This is an optimization exercise on Yosys and OpenROAD, whose aim is small area, a short achievable clock period and few clock cycles per item, not a production implementation. At most, simulation tests tie the RTL to the original design; equivalence was not proved. No activity file was given, so power comes from the tool's default toggle rates.

Setup of 09-15:
Design nova16_alu, start of the top module:
module nova16_alu (
    input  wire        clk,
    input  wire        rst,         
    input  wire        in_valid,
    output wire        in_ready,
    input  wire [7:0]  op,          
    input  wire        w16,         
    input  wire [15:0] a,           
    input  wire [15:0] b,           
    input  wire [11:0] flags_in,
    output reg         out_valid,
    output reg  [15:0] result,
    output reg         wr,          
    output reg         div_fault,   
    output reg  [11:0] flags_out
);
Size in the first run: about 88 I/O pins, ~0.013 sq mm of cells after synthesis.
Settings: LEC_CHECK=0, CAP_MARGIN=20, CORE_MARGIN=2, CORE_UTILIZATION=40, SLEW_MARGIN=20; clock period 13.0 ns.
standard.sh (not shown) runs the stock make flow with config.mk's settings and CLKGATE_MAP_FILE= SYNTH_SCRIPT=/design/flow/synth_recipe.tcl, a recipe that flattens the netlist after the stock synthesis.
==> flow/flow/run.sh <==
#!/bin/bash
# The standard layout (the standard.sh: ORFS synthesis to finish, same
# settings and constraints), with repair_timing asked to leave extra setup
# slack so that it also works on paths that already meet the 13 ns clock,
# and with plain buffers (instead of delay cells) on the ports.
set -euo pipefail
bash standard.sh SETUP_SLACK_MARGIN=9.25 "BUFFER_PORTS_ARGS=-buffer_cell sky130_fd_sc_hd__buf_2" finish > standard.log 2>&1
The inputs of 03-23 differ from those of 09-15 as listed below.
--- a/flow/design.v
+++ b/flow/design.v
@@ -112,13 +112,13 @@
         end
     end
     wire [2:0]  bd1  = lt ? {xa, !qA, qA} : {xb, !qB, qB};    
     wire        one1 = lt ? (hA[3:1] == 3'd0) : (hB[3:1] == 3'd0);
     wire [18:0] Mq   = {A, 3'b000};
     wire [2:0]  dign = Mq[{cnt[2:0], 1'b0} +: 3];         
-    wire [3:0]  amt = r_amt;
+    wire [3:0]  amt = p2 ? ~cnt : r_amt;
     wire [31:0] rr  = {A, A} << amt;
     wire [15:0] rot = rr[31:16];
     wire [15:0] lm  = ~(16'hFFFF << amt);       
     wire [15:0] Y     = ({16{yb}} & B) | ({16{y2}} & {B[14:0], 1'b0}) | {15'd0, c_one};
     wire [16:0] op1   = idiv ? {R[15:0], A[15]} : (imul ? {1'b0, R[13:0], 2'b00} : {1'b0, A});
     wire [16:0] op2   = {17{sub}} ^ {1'b0, Y};
@@ -223,16 +223,13 @@
             it   <= 1'b1;
             fin  <= fin_nx;
         end else if (it) begin
             fin  <= fin_nx;
         end
         rdy <= rst || (ready ? (!in_valid || !i_lng) : fin_nx);
-        if (ready)
-            r_amt <= i_rgt ? (4'd0 - i_k) : i_k;
-        else if (p1)
-            r_amt <= ~cnt1;
+        r_amt <= i_rgt ? (4'd0 - i_k) : i_k;
         q_and <= (!i_bt && i_c == 4'h8) || (i_bt && op[1:0] == 2'd2);
         q_or  <= (op[1:0] == 2'd1);
         q_ub  <= !i_bt && op[1:0] != 2'd3;
         q_um  <= i_bt;
         q_inv <= i_bt && op[1:0] == 2'd2;
         q_one <= !i_bt && op[1:0] == 2'd3;
## What came out
Start point of the critical path: p2 -> 03-23, w -> 09-15
03-23 finished every step from synthesis to the final layout, and the layout passed the timing, design-rule and antenna checks.
Total power: 03-23 above 09-15
Total routed wire length on the met1 layer, 03-23 and 09-15: smaller value in 09-15
In the metrics for 03-23 and 09-15, the one carrying the higher number of signal-net inverters in the final layout is 09-15.
Diff 09-15 -> 03-23: cell depth of the worst setup path decreased 8, non-clock buffer count rose about 1.9%, violation count after the first detailed-route iteration rose 70.
Testbench counts of 03-23, summed over its fixed seeds: cycles 10,466, ops 8,000.
No functional check of the RTL was part of 09-15.

========
Another version of the RTL of nova16_alu (not shown whole).
Size in the first run: about 1600 cells after synthesis, roughly 88 I/O pins, ~0.012 mm2 of cells after synthesis.
export LEC_CHECK = 0
export CAP_MARGIN = 20
export CORE_MARGIN = 2
export CORE_UTILIZATION = 40
export SLEW_MARGIN = 20
create_clock -name core_clock -period 13.0 [get_ports {clk}]
==> flow/flow/run.sh <==
#!/bin/bash
# The standard layout (the standard.sh: ORFS synthesis to finish, same
# settings and constraints), with repair_timing asked to leave extra setup
# slack so that it also works on paths that already meet the 13 ns clock,
# and with plain buffers (instead of delay cells) on the ports.
set -euo pipefail
bash standard.sh SETUP_SLACK_MARGIN=9.0 "BUFFER_PORTS_ARGS=-buffer_cell sky130_fd_sc_hd__buf_2" finish > standard.log 2>&1
The baseline completed without violations.
Testbench counts at the start, summed over its fixed seeds: cycles 10,466, ops 8,000.
Then changed:
--- a/flow/design.v
+++ b/flow/design.v
@@ -64,22 +64,23 @@
     wire [15:0] in_mask = w16 ? 16'hFFFF : 16'h00FF;
     wire        i_bt    = op[5];
     wire [3:0]  i_c     = op[3:0];
     reg        p2, it, finz, fin;   
     reg        cpre, nn;
     reg        sub, yb, y2;         
     reg        q_and, q_or, q_ub, q_um, q_inv, q_one;    
     reg [3:0]  r_amt;               
     reg        imul, idiv;          
     reg        xa, xb;              
     reg [3:0]  cnt;
+    reg [16:0] R;                   
     reg        hz, hm;              
     reg  rdy;
     wire ready = !v1 || !c_lng || fin;
     assign in_ready = rdy;
     wire p1 = v1 && c_lng && !p2 && !it && !finz;
     wire [15:0] mW = w ? 16'hFFFF : 16'h00FF;
     wire sa = w ? A[15] : A[7];
     wire sb = w ? B[15] : B[7];
     wire [3:0] k = {w & B[3], B[2:0]};
     function automatic [2:0] booth(input [2:0] d);
         begin
@@ -111,29 +112,32 @@
         end
     end
     wire [2:0]  bd1  = lt ? {xa, !qA, qA} : {xb, !qB, qB};    
     wire        one1 = lt ? (hA[3:1] == 3'd0) : (hB[3:1] == 3'd0);
     wire [18:0] Mq   = {A, 3'b000};
     wire [2:0]  dign = Mq[{cnt[2:0], 1'b0} +: 3];         
     wire [3:0]  amt = r_amt;
     wire [31:0] rr  = {A, A} << amt;
     wire [15:0] rot = rr[31:16];
     wire [15:0] lm  = ~(16'hFFFF << amt);       
     wire [15:0] Y     = ({16{yb}} & B) | ({16{y2}} & {B[14:0], 1'b0}) | {15'd0, c_one};
-    wire [16:0] op1   = idiv ? {result, A[15]} : (imul ? {1'b0, result[13:0], 2'b00} : {1'b0, A});
+    wire [16:0] op1   = idiv ? {R[15:0], A[15]} : (imul ? {1'b0, R[13:0], 2'b00} : {1'b0, A});
     wire [16:0] op2   = {17{sub}} ^ {1'b0, Y};
     wire [16:0] S     = ksadd(op1, op2, sub);
-    wire        zS  = (S[7:0] == 8'd0) && (!w || (S[15:8] == 8'd0));
+    wire [15:0] zx  = op1[15:0] ^ op2[15:0];
+    wire [15:0] zo  = op1[15:0] | op2[15:0];
+    wire [15:0] zv  = ~(zx ^ {zo[14:0], sub});
+    wire        zS  = (&zv[7:0]) && (!w || (&zv[15:8]));
     wire        c16   = S[16] ^ sub;
     wire        fill  = (yb | y2) && (sub ? !B[15] : B[15]);
-    wire [1:0]  r2    = result[15:14];
+    wire [1:0]  r2    = R[15:14];
     wire        e0_c0 = fill ? (r2 == 2'd1) : (r2 == 2'd0);
     wire        e0_c1 = fill && (r2 == 2'd0);
     wire        em_c0 = fill && (r2 == 2'd0);
     wire        e4_c1 = !fill && (r2 == 2'd3);
     wire        e3_c0 = !fill && (r2 == 2'd3);
     wire        e3_c1 = fill ? (r2 == 2'd3) : (r2 == 2'd2);
     wire        H0_c0 = hz & e0_c0;
     wire        H0_c1 = (hz & e0_c1) | (hm & e4_c1);
     wire        H1_c0 = (hz & em_c0) | (hm & e3_c0);
     wire        H1_c1 = hm & e3_c1;
     wire        Hn0   = c16 ? H0_c1 : H0_c0;
@@ -185,26 +189,23 @@
         if (set_cv)  f[FV] = v_new;
     end
     wire o_wr = !keep_f && !(c_as && o == 2'd3) && !(c_bt && o == 2'd0);
     wire done = v1 && (!c_lng || fin);
     wire fin_nx = p1 ? (zq || (c_mul && one1)) :
                   p2 ? (cnt == 4'd0) : (cnt == 4'd1);
     wire i_lng  = !i_bt && (i_c == 4'h3 || i_c == 4'h4);
     wire i_rgt  = i_bt || (i_c[3:2] == 2'b11 && i_c[0]);
     wire [3:0] i_k = {w16 & b[3], b[2:0]};
     always @(posedge clk) begin
         out_valid <= !rst && done;
-        if (p1 || p2 || (it && !fin))
-            result <= p1 ? 16'd0 : (p2 ? (rot & lm) : S[15:0]);
-        else
-            result <= r;
+        result    <= r;
         wr        <= o_wr;
         div_fault <= fault;
         flags_out <= f;
         if (rst) begin
             v1   <= 1'b0;
             p2   <= 1'b0;
             it   <= 1'b0;
             finz <= 1'b0;
             fin  <= 1'b0;
         end else if (ready) begin
             v1   <= in_valid;
@@ -269,22 +270,23 @@
             cpre <= (sa && B[15:1] != 15'd0) || (sb && A[15:1] != 15'd0);
             nn   <= !sa && !sb;
         end else if (p2) begin
             A <= rot & ~lm;
         end else if (it) begin
             cnt  <= cnt - 4'd1;
             if (!c_mul)
                 A <= qn;
         end
     end
     always @(posedge clk) begin
+        R  <= p1 ? 17'd0 : (p2 ? {1'b0, rot & lm} : S);
         hz <= p1 | Hn0;
         hm <= !p1 & Hn1;
         if (ready)
             {sub, yb, y2} <= {!i_bt && (i_c == 4'h2 || i_c == 4'h6 || i_c == 4'h7),
                               !(!i_bt && (i_c == 4'h5 || i_c == 4'h6)), 1'b0};
         else if (p1)
             {sub, yb, y2} <= c_mul ? bd1 : 3'b110;
         else if (c_mul)
             {sub, yb, y2} <= booth(dign);
         else
             {sub, yb, y2} <= {p2 | take, 2'b10};
Total power goes up by about 7.5%. Hold slack loses 3.1 ps. Clock-buffer cell count came out higher by 1. Die area goes up by 5.7%. Area after synthesis rose by about 6%. Worst setup slack is better by 57 ps. Register-to-register slack gains 60 ps. Flip-flop and latch count increases by 16. Via count came out higher by about 1.7%. First-iteration DRC count went up by 2.7%. Cell area came out higher by 7.3%. Final cell count increases by 6.0%. Combinational power grows by 4.1%.
No functional check of the RTL was part of the second run of this note.

========
Another version of the RTL of nova16_alu (not shown whole).
Size in the first run: ~1600 cells after synthesis, ~130 flip-flops, about 88 I/O pins, about 12000 um2 of cells after synthesis.
// nova16_alu
module nova16_alu (
    input  wire        clk,
    input  wire        rst,         
    input  wire        in_valid,
    output wire        in_ready,
    input  wire [7:0]  op,          
    input  wire        w16,         
    input  wire [15:0] a,           
    input  wire [15:0] b,           
    input  wire [11:0] flags_in,
    output reg         out_valid,
    output reg  [15:0] result,
    output reg         wr,          
    output reg         div_fault,   
    output reg  [11:0] flags_out
);
Settings: LEC_CHECK=0, CAP_MARGIN=20, CORE_MARGIN=2, CORE_UTILIZATION=40, SLEW_MARGIN=20; clock period 13.0 ns.
Scripts as last shown in full above: flow/flow/run.sh
Testbench counts at the start, summed over its fixed seeds: cycles 10,466, ops 8,000.
==> next run, changes <==
--- a/flow/design.v
+++ b/flow/design.v
@@ -110,25 +110,28 @@
             qA = qA | (tA[j] & ~tA[j+1] & vA[j-1]);
             qB = qB | (tB[j] & ~tB[j+1] & vB[j-1]);
         end
     end
     wire [2:0]  bd1  = lt ? {xa, !qA, qA} : {xb, !qB, qB};    
     wire        one1 = lt ? (hA[3:1] == 3'd0) : (hB[3:1] == 3'd0);
     wire [18:0] Mq   = {A, 3'b000};
     wire [2:0]  dign = Mq[{cnt[2:0], 1'b0} +: 3];         
-    wire [3:0]  amt = r_amt;
+    wire [3:0]  amt = p2 ? ~cnt : r_amt;
     wire [31:0] rr  = {A, A} << amt;
     wire [15:0] rot = rr[31:16];
     wire [15:0] lm  = ~(16'hFFFF << amt);       
     wire [15:0] Y     = ({16{yb}} & B) | ({16{y2}} & {B[14:0], 1'b0}) | {15'd0, c_one};
     wire [16:0] op1   = idiv ? {R[15:0], A[15]} : (imul ? {1'b0, R[13:0], 2'b00} : {1'b0, A});
     wire [16:0] op2   = {17{sub}} ^ {1'b0, Y};
     wire [16:0] S     = ksadd(op1, op2, sub);
-    wire        zS  = (S[7:0] == 8'd0) && (!w || (S[15:8] == 8'd0));
+    wire [15:0] zx  = op1[15:0] ^ op2[15:0];
+    wire [15:0] zo  = op1[15:0] | op2[15:0];
+    wire [15:0] zv  = ~(zx ^ {zo[14:0], sub});
+    wire        zS  = (&zv[7:0]) && (!w || (&zv[15:8]));
     wire        c16   = S[16] ^ sub;
     wire        fill  = (yb | y2) && (sub ? !B[15] : B[15]);
     wire [1:0]  r2    = R[15:14];
     wire        e0_c0 = fill ? (r2 == 2'd1) : (r2 == 2'd0);
     wire        e0_c1 = fill && (r2 == 2'd0);
     wire        em_c0 = fill && (r2 == 2'd0);
     wire        e4_c1 = !fill && (r2 == 2'd3);
     wire        e3_c0 = !fill && (r2 == 2'd3);
@@ -218,20 +221,17 @@
         end else if (p2) begin
             p2   <= 1'b0;
             it   <= 1'b1;
             fin  <= fin_nx;
         end else if (it) begin
             fin  <= fin_nx;
         end
         rdy <= rst || (ready ? (!in_valid || !i_lng) : fin_nx);
-        if (ready)
-            r_amt <= i_rgt ? (4'd0 - i_k) : i_k;
-        else if (p1)
-            r_amt <= ~cnt1;
+        r_amt <= i_rgt ? (4'd0 - i_k) : i_k;
         q_and <= (!i_bt && i_c == 4'h8) || (i_bt && op[1:0] == 2'd2);
         q_or  <= (op[1:0] == 2'd1);
         q_ub  <= !i_bt && op[1:0] != 2'd3;
         q_um  <= i_bt;
         q_inv <= i_bt && op[1:0] == 2'd2;
         q_one <= !i_bt && op[1:0] == 2'd3;
         if (rst || ready) begin
             imul <= 1'b0;
The new run finished clean. Final cell count rises by 7.1%. Global-route usage falls by 0.53 points. First-iteration DRC count falls by 3.0%. Count of clock-buffer cells in the layout is unchanged. Synthesized cell count rises by 7.6%. Utilization falls by 0.54 points.
Testbench counts after the change, summed over its fixed seeds: cycles 10,466, ops 8,000.

========
Setup of P:
nova16_alu, a different RTL version from the one above (not shown whole).
Size in the first run: about 14000 um^2 of cells after synthesis.
==> flow/config.mk <==
export PLATFORM = sky130hd
export DESIGN_NAME = nova16_alu
export DESIGN_NICKNAME = nova16_alu
export VERILOG_FILES = /design/flow/design.v
export SDC_FILE = /design/flow/constraint.sdc
export NUM_CORES = 4
export LEC_CHECK = 0
export CAP_MARGIN = 20
export CORE_MARGIN = 2
export CORE_UTILIZATION = 40
export SLEW_MARGIN = 20
==> flow/constraint.sdc <==
create_clock -name core_clock -period 13.0 [get_ports {clk}]
set_input_delay 2.6000 -clock core_clock [delete_from_list [all_inputs] [get_ports {clk}]]
set_output_delay 2.6000 -clock core_clock [all_outputs]
set_load 0.01 [all_outputs]
==> flow/flow/run.sh <==
#!/bin/bash
# The standard layout (the standard.sh: ORFS synthesis to finish, same
# settings and constraints), with repair_timing asked to leave extra setup
# slack so that it also works on paths that already meet the 13 ns clock.
set -euo pipefail
bash standard.sh SETUP_SLACK_MARGIN=8.5 finish > standard.log 2>&1
Modified inputs, Q compared to P
--- a/flow/design.v
+++ b/flow/design.v
@@ -60,24 +60,22 @@
     reg        c_as, c_sub, c_one, c_lg, c_sh, c_bt, c_mul, c_div, c_lng;
     reg [1:0]  o;               
     reg [15:0] A, B;
     reg [11:0] F;
     wire [15:0] in_mask = w16 ? 16'hFFFF : 16'h00FF;
     wire        i_bt    = op[5];
     wire [3:0]  i_c     = op[3:0];
     reg        p2, it, finz, fin;   
     reg        cpre, nn;
     reg        sub, yb, y2;         
     reg        q_and, q_or, q_ub, q_um, q_inv, q_one;    
-    reg        r_rgt;               
-    reg [3:0]  r_amt;               
     reg        imul, idiv;          
     reg        xa, xb;              
     reg [3:0]  cnt;
     reg [16:0] R;                   
     reg        hz, hm;              
     reg  rdy;
     wire ready = !v1 || !c_lng || fin;
     assign in_ready = rdy;
     wire p1 = v1 && c_lng && !p2 && !it && !finz;
     wire [15:0] mW = w ? 16'hFFFF : 16'h00FF;
     wire sa = w ? A[15] : A[7];
@@ -96,31 +94,40 @@
     wire [4:0]  hA = topbit(tA);
     wire [4:0]  hB = topbit(tB);
     wire [4:0]  hM = lt ? hA : hB;
     wire [4:0]  hd = hA - hB;
     wire [3:0]  cnt1 = c_mul ? {1'b0, hM[3:1]} : hd[3:0];
     wire        az   = (A == 16'd0);
     wire        bz   = (B == 16'd0);
     wire        zq   = c_mul ? (az | bz) : (lt | bz);
     wire [15:0] Xs   = lt ? B : A;
     wire [16:0] Ash  = {A, 1'b0};
     wire [16:0] Bsh  = {B, 1'b0};
-    wire [2:0]  dgA  = Ash[{hA[3:1], 1'b0} +: 3];
-    wire [2:0]  dgB  = Bsh[{hB[3:1], 1'b0} +: 3];
+    reg  [2:0]  dgA, dgB;                                 
+    integer     j;
+    always @* begin
+        dgA = 3'd0;
+        dgB = 3'd0;
+        for (j = 0; j < 8; j = j + 1) begin
+            dgA = dgA | ({3{tA[2*j] & ~tA[2*j+2]}} & Ash[2*j +: 3]);
+            dgB = dgB | ({3{tB[2*j] & ~tB[2*j+2]}} & Bsh[2*j +: 3]);
+        end
+    end
     wire [2:0]  dig1 = lt ? dgA : dgB;                    
-    wire        one1 = lt ? (hA[3:1] == 3'd0) : (hB[3:1] == 3'd0);
+    wire        one1 = lt ? !tA[2] : !tB[2];
     wire [18:0] Mq   = {A, 3'b000};
     wire [2:0]  dign = Mq[{cnt[2:0], 1'b0} +: 3];         
-    wire [3:0]  amt = p2 ? ~cnt : r_amt;
+    wire        rgt = (c_sh && o[0]) || c_bt;
+    wire [3:0]  amt = p2 ? ~cnt : (rgt ? ~k : k);
     wire [15:0] rx  = (w || p2) ? A : {A[7:0], A[7:0]};
-    wire [15:0] rin = (r_rgt && !p2) ? {rx[14:0], rx[15]} : rx;
+    wire [15:0] rin = (rgt && !p2) ? {rx[14:0], rx[15]} : rx;
     wire [31:0] rr  = {rin, rin} << amt;
     wire [15:0] rot = rr[31:16];
     wire [15:0] lm  = ~(16'hFFFF << amt);       
     wire [15:0] Y     = ({16{yb}} & B) | ({16{y2}} & {B[14:0], 1'b0}) | {15'd0, c_one};
     wire [16:0] op1   = idiv ? {R[15:0], A[15]} : (imul ? {1'b0, R[13:0], 2'b00} : {1'b0, A});
     wire [16:0] op2   = {17{sub}} ^ {1'b0, Y};
     wire [16:0] S     = ksadd(op1, op2, sub);
     wire [15:0] zx  = op1[15:0] ^ op2[15:0];
     wire [15:0] zo  = op1[15:0] | op2[15:0];
     wire [15:0] zv  = ~(zx ^ {zo[14:0], sub});
     wire        zS  = (&zv[7:0]) && (!w || (&zv[15:8]));
@@ -182,24 +189,22 @@
             f[FS] = s_new;
             f[FP] = p_new;
         end
         if (set_zsp) f[FC] = c_new;
         if (set_cv)  f[FV] = v_new;
     end
     wire o_wr = !keep_f && !(c_as && o == 2'd3) && !(c_bt && o == 2'd0);
     wire done = v1 && (!c_lng || fin);
     wire fin_nx = p1 ? (zq || (c_mul && one1)) :
                   p2 ? (cnt == 4'd0) : (cnt == 4'd1);
     wire i_lng  = !i_bt && (i_c == 4'h3 || i_c == 4'h4);
-    wire i_rgt  = i_bt || (i_c[3:2] == 2'b11 && i_c[0]);
-    wire [3:0] i_k = {w16 & b[3], b[2:0]};
     always @(posedge clk) begin
         out_valid <= !rst && done;
         result    <= r;
         wr        <= o_wr;
         div_fault <= fault;
         flags_out <= f;
         if (rst) begin
             v1   <= 1'b0;
             p2   <= 1'b0;
             it   <= 1'b0;
             finz <= 1'b0;
@@ -215,24 +220,22 @@
             p2   <= !zq && c_div;
             it   <= !zq && c_mul;
             fin  <= fin_nx;
         end else if (p2) begin
             p2   <= 1'b0;
             it   <= 1'b1;
             fin  <= fin_nx;
         end else if (it) begin
             fin  <= fin_nx;
         end
         rdy <= rst || (ready ? (!in_valid || !i_lng) : fin_nx);
-        r_rgt <= i_rgt;
-        r_amt <= i_rgt ? ~i_k : i_k;
         q_and <= (!i_bt && i_c == 4'h8) || (i_bt && op[1:0] == 2'd2);
         q_or  <= (op[1:0] == 2'd1);
         q_ub  <= !i_bt && op[1:0] != 2'd3;
         q_um  <= i_bt;
         q_inv <= i_bt && op[1:0] == 2'd2;
         q_one <= !i_bt && op[1:0] == 2'd3;
         if (rst || ready) begin
             imul <= 1'b0;
             idiv <= 1'b0;
         end else if (p1) begin
             imul <= !zq && c_mul;
[summary]
Delta (Q minus P): first-pass GRT wire length climbed about 3.6%; routed wire length climbed about 6%.
Any difference in total power between P and Q is small enough to ignore.
Summary of the comparison: storage element area is lower in Q, relative to P.
Going from P to Q, global router's overall resource usage shows an increase of 1.9 points, worst hold slack shows a reduction of 0.0079 ns, worst setup slack shows a reduction of 0.12 ns.
Diff P -> Q | minimum clock period after layout | increase of 0.12 ns
Going from P to Q, net switching component of the power shrinks by 0.013 mW.
Q — final design area excluding fillers 520 um^2 higher, P as reference
Sort P and Q by basic-gate share of the synthesized area counting and, or, nand and nor cells, ascending, and Q comes first.
Q vs P — post-placement cell count climbed slightly
Sort P and Q by share of power burned in the clock network, descending, and Q comes first.
Function was not checked in any run of this note: the RTL went through the layout flow alone.

==> what the ideal ports hide <==
The flow's constraints put no driver on any port. The routed layouts listed below were extracted and timed again, unchanged, in two steps. Step 1, drivers: a clkbuf_16 drives clk and a buf_2 each remaining input, both assumed. Step 2 moves the port delays by t, midway between the first and last clock arrival at a register: inputs arrive t later, outputs are due t later. That takes back most of the time a late clock gives input paths. Three values: ideal, step 1, step 2; two values: the first two.
run	shift t [ns]	setup WS [ns]	hold slack, ns	worst register clock-pin slew, ns	cell pins on the clock port's net
09-15	0.502	9.288 / 9.288 / 8.963	0.341 / 0.341 / 0.341	0.08 / 0.08	1
03-23	0.496	9.141 / 9.141 / 8.893	0.337 / 0.337 / 0.337	0.08 / 0.08	1
the first run of note 2	0.490	9.058 / 9.058 / 8.817	0.345 / 0.345 / 0.345	0.07 / 0.07	1
the second run of note 2	0.498	9.116 / 9.116 / 8.689	0.342 / 0.342 / 0.342	0.07 / 0.07	1
the first run of note 3	0.500	9.100 / 9.100 / 8.963	0.341 / 0.341 / 0.341	0.07 / 0.07	1
the second run of note 3	0.502	9.076 / 9.076 / 8.769	0.342 / 0.342 / 0.342	0.07 / 0.07	1
P	0.489	8.465 / 8.465 / 8.313	0.344 / 0.344 / 0.344	0.07 / 0.07	1
Q	0.506	8.342 / 8.342 / 8.050	0.336 / 0.336 / 0.336	0.07 / 0.07	1
After both steps setup and hold are still met in every run listed. The setup slack of the second run of note 2, which loses most, moves by 0.000 ns with the drivers and by -0.427 ns with both steps.
